This design comes from an exercise in tuning for small area, a short achievable clock period and few clock cycles on the open sky130 flow, not from production work.
RTL that was checked went through simulation tests only; none was proved equivalent to the original.
Power figures rest on the tool's default switching activity, not on a simulated workload.

the reference run:
==> flow/design.v <==
module gss_engine (
    input  wire        clk,
    input  wire        rst,           
    input  wire        start,         
    input  wire [15:0] in_len,        
    output reg         busy,
    output reg         done,
    output reg         err,
    output reg         passthru,
    output reg         rstop,
    output reg  [2:0]  err_code,
    output reg  [3:0]  err_info,
    output wire [15:0] err_pos,
    output reg  [15:0] res_len,
    output reg  [7:0]  hdr_enc,
    output reg  [7:0]  hdr_pack,
    output reg  [31:0] hdr_usize,
    output reg  [15:0] in_addr,
    input  wire [7:0]  in_rdata,
    output wire [15:0] out_addr,
    output reg         out_we,
    output reg  [7:0]  out_wdata,
    input  wire [7:0]  out_rdata
);
    localparam [7:0] CH_D = 8'h44, CH_R = 8'h52, CH_H = 8'h48, CH_W = 8'h57;
    localparam [7:0] CH_B = 8'h42, CH_S = 8'h53;
    localparam [3:0] I_HEADER = 4'd1, I_R_OPERAND = 4'd2, I_OUT_OVERRUN = 4'd6,
                     I_ODD_TAIL = 4'd11, I_OUT_CAP = 4'd12, I_PACK_W = 4'd14,
                     I_NOT_BUILT = 4'd15;
    localparam [3:0]
        S_IDLE  = 4'd0,
        S_HDR   = 4'd1,
        S_CTL   = 4'd2,
        S_COPY  = 4'd3,
        S_FILL  = 4'd4,    
        S_COPY1 = 4'd5,    
        S_VAL   = 4'd6,    
        S_CNT   = 4'd7,    
        S_END   = 4'd8,    
        S_TL    = 4'd9,    
        S_DRAIN = 4'd10,   
        S_ERR   = 4'd11,   
        S_DONE  = 4'd12,
        S_RAW   = 4'd13;
    reg [3:0]  state;
    reg [15:0] room;        
    reg [15:0] pk_rem;      
    reg [11:0] cnt;         
    reg [1:0]  xop;         
    reg        fz;          
    reg        mbad;        
    reg        st1;         
    reg        oa0;         
    reg        sflag;       
    reg        fb, fw;      
    reg [7:0]  r1, m;
    reg [7:0]  tp;          
    reg        br;          
    reg        pv_d;        
    reg [7:0]  px_d;        
    reg        par;         
    reg        sf;          
    wire [15:0] wc = res_len;
    assign out_addr = {res_len[15:1], oa0};
    assign err_pos  = pk_rem;
    wire is_b = fb;
    wire is_w = fw;
    wire ws   = fw | sflag;
    wire [5:0]  c6      = in_rdata[5:0];
    wire [11:0] cnt12   = {cnt[11:8], in_rdata};
    wire        room_nz = (room != 16'd0);
    wire        pk_nz   = (pk_rem != 16'd0);
    wire        pk_one  = (pk_rem == 16'd1);
    wire        room_one = (room == 16'd1);
    wire        cnt_one = (cnt == 12'd1);
    wire        cnt_z   = (cnt == 12'd0);
    wire        o_trunc = ({4'd0, cnt} > pk_rem);
    wire        o_over  = ({4'd0, cnt} > room);
    wire [15:0] pk_dec   = pk_rem - 16'd1;
    reg         ia_inc, ia_ld12;
    always @(*) begin
        ia_inc  = 1'b0;
        ia_ld12 = 1'b0;
        case (state)
            S_HDR:   if (!st1 && cnt[3:0] == 4'd9) ia_ld12 = 1'b1; else ia_inc = 1'b1;
            S_CNT:   ia_inc = (xop == 2'd2) & pk_nz;
            S_VAL:   ia_inc = pk_nz & ~o_over & (cnt_z | cnt_one);
            S_FILL:  ia_inc = cnt_z | cnt_one | room_one;
            S_COPY1, S_COPY, S_RAW: ia_inc = 1'b1;
            default: ;
        endcase
    end
    wire        ctl_inc = (state == S_CTL) & room_nz & pk_nz & in_rdata[7];
    wire [15:0] ia_inc1 = in_addr + 16'd1;
    wire [15:0] ia_base = ia_ld12 ? 16'd12 : (ia_inc ? ia_inc1 : in_addr);
    always @(posedge clk)
        in_addr <= (start && !busy) ? 16'd0 : (ctl_inc ? ia_inc1 : ia_base);
    reg         pv;         
    reg  [7:0]  px;         
    wire [7:0]  tp_m1 = tp - 8'd1;
    wire        bin   = is_w & par & br;
    wire [8:0]  diff  = {1'b0, m} - {1'b0, px_d} - {8'd0, bin};
    wire [7:0]  tp_b  = br ? tp_m1 : tp;
    always @(*) begin
        pv = 1'b0;
        px = 8'h00;
        case (state)
            S_VAL:   begin pv = ~cnt_z; px = in_rdata; end
            S_FILL:  begin pv = ~cnt_z; px = fz ? 8'h00 : px_d; end
            S_COPY:  begin pv = 1'b1; px = in_rdata; end
            S_RAW:   begin pv = room_nz; px = fz ? 8'h00 : in_rdata; end
            S_END:   begin pv = ~pv_d & par & ws & room_nz; end
            default: ;
        endcase
    end
    task automatic finish;
        begin
            done   <= 1'b1;
            busy   <= 1'b0;
            out_we <= 1'b0;
            pk_rem <= 16'd0;
            state  <= S_DONE;
        end
    endtask
    task automatic raise(input [2:0] code, input [3:0] info, input pos, input pos13);
        begin
            err      <= 1'b1;
            err_code <= code;
            err_info <= info;
            if (pos) begin
                st1      <= 1'b1;
                fz       <= ~pos13;
                state    <= S_ERR;
            end else begin
                finish;
                res_len  <= 16'd0;
            end
        end
    endtask
    always @(posedge clk) begin
        begin
            out_we <= 1'b0;
            if (out_we) begin
                res_len <= wc + 16'd1;
                oa0     <= ~oa0;
            end
            pv_d <= pv;
            if (pv) px_d <= px;
            if (pv_d) begin
                par <= ~par;
                sf  <= 1'b1;
                r1  <= px_d;
                m   <= is_b ? px_d : r1;
                br  <= diff[8];
                out_we    <= 1'b1;
                out_wdata <= diff[7:0];
                if (!is_b && !ws) out_wdata <= px_d;
                if (sflag && !par) begin
                    tp        <= diff[7:0];
                    out_wdata <= tp_b;
                    out_we    <= sf;
                end
            end
            case (state)
                S_IDLE, S_DONE: begin
                end
                S_HDR: begin
                    st1      <= 1'b0;
                    cnt[3:0] <= st1 ? 4'd0 : cnt[3:0] + 4'd1;
                    pk_rem   <= pk_dec;
                    if (st1) begin
                        err       <= 1'b0;
                        passthru  <= 1'b0;
                        rstop     <= 1'b0;
                        err_code  <= 3'd0;
                        err_info  <= 4'd0;
                        hdr_enc   <= 8'd0;
                        hdr_pack  <= 8'd0;
                        hdr_usize <= 32'd0;
                    end
                    mbad <= (hdr_usize != 32'h1A44534C);
                    if ((st1 && wc < 16'd6) || (!st1 && cnt[3:0] == 4'd5 && mbad)) begin
                        passthru  <= 1'b1;
                        hdr_usize <= 32'd0;
                        hdr_pack  <= 8'd0;
                        hdr_enc   <= 8'd0;
                        finish;
                    end else if (!st1 && cnt[3:0] == 4'd5 && wc < 16'd12) begin
                        hdr_usize <= 32'd0;
                        hdr_pack  <= 8'd0;
                        hdr_enc   <= 8'd0;
                        raise(3'd2, I_HEADER, 1'b0, 1'b0);
                    end else if (!st1 && cnt[3:0] <= 4'd9) begin
                        hdr_usize <= {in_rdata, hdr_usize[31:8]};
                        hdr_pack  <= hdr_usize[7:0];
                        hdr_enc   <= hdr_pack;
                    end
                    if (!st1 && cnt[3:0] == 4'd10) begin
                        room  <= hdr_usize[15:0];
                        res_len <= 16'd0;
                        oa0   <= (hdr_enc == CH_S);
                        sflag <= (hdr_enc == CH_S);
                        fb    <= (hdr_enc == CH_B);
                        fw    <= (hdr_enc == CH_W);
                        fz    <= pk_one;
                        r1 <= 8'd0; m <= 8'd0; br <= 1'b0; par <= 1'b0; sf <= 1'b0;
                        tp <= 8'd0;
                        if (hdr_usize[31:16] != 16'd0)
                            raise(3'd1, I_OUT_CAP, 1'b0, 1'b0);
                        else begin
                            case (hdr_pack)
                                CH_R:       state <= S_CTL;
                                CH_W:       raise(3'd4, I_PACK_W, 1'b0, 1'b0);
                                CH_D, CH_H: raise(3'd4, I_NOT_BUILT, 1'b0, 1'b0);
                                default:    state <= S_RAW;
                            endcase
                        end
                    end
                end
                S_CTL: begin
                    if (!room_nz || !pk_nz) begin
                        state <= S_END;
                    end else begin
                        pk_rem <= pk_dec;
                        state <= {2'b01, in_rdata[7:6]};
                        fz    <= ~in_rdata[7];
                        xop   <= in_rdata[5:4];
                        if (in_rdata[7:6] == 2'b11) cnt[11:8] <= in_rdata[3:0];
                        else                        cnt       <= {6'd0, c6};
                    end
                end
                S_CNT: begin
                    pk_rem <= pk_dec;
                    cnt    <= cnt12;
                    if (xop == 2'd3) begin           
                        rstop   <= 1'b1;
                        finish;
                        res_len <= 16'd0;
                    end else if (!pk_nz) raise(3'd2, I_R_OPERAND, 1'b1, 1'b1);
                    else case (xop)
                        2'd0: begin   
                            fz    <= 1'b1;
                            state <= S_FILL;
                        end
                        2'd1: begin   
                            state <= S_COPY1;
                        end
                        default: begin   
                            fz      <= 1'b0;
                            state   <= S_VAL;
                        end
                    endcase
                end
                S_VAL: begin
                    pk_rem <= pk_dec;
                    if (!pk_nz)      raise(3'd2, I_R_OPERAND, 1'b1, 1'b1);
                    else if (o_over) raise(3'd3, I_OUT_OVERRUN, 1'b1, 1'b0);
                    else if (cnt_z || cnt_one) begin
                        if (!cnt_z) room <= room - 16'd1;
                        state   <= S_CTL;
                    end else begin
                        room  <= room - 16'd1;
                        cnt   <= cnt - 12'd1;
                        state <= S_FILL;
                    end
                end
                S_FILL: begin
                    if (!cnt_z) begin
                        room <= room - 16'd1;
                        cnt  <= cnt - 12'd1;
                    end
                    if (cnt_z || cnt_one || room_one) begin
                        state   <= S_CTL;
                    end
                end
                S_COPY1: begin
                    if (o_trunc)     raise(3'd2, I_R_OPERAND, 1'b1, 1'b1);
                    else if (o_over) raise(3'd3, I_OUT_OVERRUN, 1'b1, 1'b1);
                    else             state <= cnt_z ? S_CTL : S_COPY;
                end
                S_COPY: begin
                    room    <= room - 16'd1;
                    pk_rem  <= pk_dec;
                    cnt     <= cnt - 12'd1;
                    if (cnt_one) state <= S_CTL;
                end
                S_RAW: begin
                    room    <= room - 16'd1;
                    if (pk_nz) pk_rem <= pk_dec;
                    if (pk_one) fz <= 1'b1;
                    if (!room_nz || room_one) state <= S_END;
                end
                S_END: begin
                    if (!pv_d) begin
                        if (par & ws) begin
                            if (!room_nz) raise(3'd3, I_ODD_TAIL, 1'b0, 1'b0);
                            else state <= S_TL;
                        end else if (sflag & sf) begin
                            out_we    <= 1'b1;
                            out_wdata <= tp_b;
                            state     <= S_DRAIN;
                        end else begin
                            finish;
                        end
                    end
                end
                S_TL: begin
                    if (!pv_d) begin
                        if (sflag) begin
                            out_we    <= 1'b1;
                            out_wdata <= tp_b;
                            state     <= S_DRAIN;
                        end else begin
                            finish;
                        end
                    end
                end
                S_DRAIN: begin
                    finish;
                end
                S_ERR: begin
                    if (st1) begin
                        st1    <= 1'b0;
                        pk_rem <= in_addr;
                        cnt    <= fz ? 12'd12 : 12'd13;
                    end else begin
                        pk_rem <= pk_dec;
                        cnt    <= cnt - 12'd1;
                        if (cnt_one) begin
                            finish;
                            pk_rem  <= pk_dec;
                            res_len <= 16'd0;
                        end
                    end
                end
                default: state <= S_IDLE;
            endcase
            if (start && !busy) begin
                done      <= 1'b0;
                busy      <= 1'b1;
                res_len   <= in_len;
                pk_rem    <= in_len;
                st1       <= 1'b1;
                state     <= S_HDR;
            end
        end
        if (rst) begin
            state     <= S_IDLE;
            busy      <= 1'b0;
            done      <= 1'b0;
            err       <= 1'b0;
            passthru  <= 1'b0;
            rstop     <= 1'b0;
            err_code  <= 3'd0;
            err_info  <= 4'd0;
            res_len   <= 16'd0;
            pk_rem    <= 16'd0;
            hdr_enc   <= 8'd0;
            hdr_pack  <= 8'd0;
            hdr_usize <= 32'd0;
            out_we    <= 1'b0;
            pv_d      <= 1'b0;
        end
    end
endmodule
Settings: LEC_CHECK=0, CAP_MARGIN=20, CORE_MARGIN=2, CORE_UTILIZATION=40, PLACE_DENSITY=0.6, SETUP_SLACK_MARGIN=5, SLEW_MARGIN=20, TNS_END_PERCENT=0; clock period 10.0 ns.
standard.sh (not shown) runs the stock make flow with config.mk's settings and CLKGATE_MAP_FILE= SYNTH_SCRIPT=/design/flow/synth_recipe.tcl, a recipe that flattens the netlist after the stock synthesis.
==> flow/flow/run.sh <==
#!/bin/bash
# Standard ORFS layout (standard.sh) with two changes in how it is made:
# the port buffers are buf_1 cells, and repair_timing aims for a setup margin
# of MARGIN ns. Clock period and constraints are unchanged.
set -euo pipefail
MARGIN=7
bash standard.sh "BUFFER_PORTS_ARGS=-buffer_cell sky130_fd_sc_hd__buf_1" "SETUP_SLACK_MARGIN=$MARGIN" finish > standard_flow.log 2>&1
Input-level comparison between the trial run and the reference run:
-- flow/design.v --
<<< the reference run, line 49
    reg [1:0]  xop;         
    reg        fz;          
    reg        mbad;        
    reg        st1;         
    reg        oa0;         
>>> the trial run, line 49
    reg [1:0]  xop;         
    reg        fz;          
    wire       mbad = (hdr_usize != 32'h1A44534C);    
    reg        st1;         
    reg        oa0;         
<<< the reference run, line 179
                        hdr_usize <= 32'd0;
                    end
                    mbad <= (hdr_usize != 32'h1A44534C);
                    if ((st1 && wc < 16'd6) || (!st1 && cnt[3:0] == 4'd5 && mbad)) begin
                        passthru  <= 1'b1;
                        hdr_usize <= 32'd0;
                        hdr_pack  <= 8'd0;
                        hdr_enc   <= 8'd0;
                        finish;
                    end else if (!st1 && cnt[3:0] == 4'd5 && wc < 16'd12) begin
                        hdr_usize <= 32'd0;
                        hdr_pack  <= 8'd0;
                        hdr_enc   <= 8'd0;
                        raise(3'd2, I_HEADER, 1'b0, 1'b0);
                    end else if (!st1 && cnt[3:0] <= 4'd9) begin
>>> the trial run, line 179
                        hdr_usize <= 32'd0;
                    end
                    if ((st1 && wc < 16'd6) || (!st1 && cnt[3:0] == 4'd4 && mbad)) begin
                        passthru  <= 1'b1;
                        hdr_usize <= 32'd0;
                        finish;
                    end else if (!st1 && cnt[3:0] == 4'd4 && wc < 16'd12) begin
                        hdr_usize <= 32'd0;
                        raise(3'd2, I_HEADER, 1'b0, 1'b0);
                    end else if (!st1 && cnt[3:0] <= 4'd9) begin
Results
Area enclosed by the die boundary essentially unchanged between the trial run and the reference run.
Wire length of the first global-routing pass went down slightly going from the reference run to the trial run.
Compared to the reference run, the trial run has global-route usage over all layers 0.39 points lower.
The trial run has final wirelength above what the reference run had.
The trial run supports a higher top clock frequency than the reference run.
Diff the trial run..the reference run | number of antenna violations at the first check in global routing | unchanged
Per the comparison of the trial run with the reference run, data arrival time of the critical path lower; netlist area before placement roughly the same.
Critical path class = in2reg: the reference run; critical path class = reg2out: the trial run
Comparing the reference run and the trial run, simple logic cell fraction of the synthesized area is lower on the reference run.
Taking the reference run as the reference, in the trial run met3 usage went down by 0.76 points; overall power consumption went up by 550 uW.
Testbench counts of the trial run, summed over its fixed seeds: cycles 134,315.
For the reference run, only the layout was checked, not whether the RTL still works.

separate check: timing with driven ports:
The results above use ideal ports. As a check the final layouts listed here were re-extracted and re-timed, cells and wires unchanged. Step 1 sets driving cells, clkbuf_16 on the clock port and buf_2 on the other inputs (assumed; they add their load-dependent delay and slew). Step 2 adds t to the input delays and takes it off the output delays; t is the mean of the earliest and latest rising clock arrival at the registers after step 1. Input paths then give back, and output paths get back, about the clock's delay inside the block. a / b / c = no drivers / after step 1 / after step 2; a / b = the first two.
| run | t, ns | slack for setup (ns) | hold slack, ns | worst slew at a driven data input, ns |
|---|---|---|---|---|
| the reference run | 0.488 | 6.825 / 6.790 / 6.364 | 0.460 / 0.460 / 0.460 | 0.04 |
| the trial run | 0.497 | 6.941 / 6.889 / 6.424 | 0.478 / 0.478 / 0.478 | 0.07 |
After both steps setup and hold are still met in every run listed. For the trial run, which loses most, drivers alone change the setup slack by -0.052 ns; drivers and shift together by -0.517 ns.
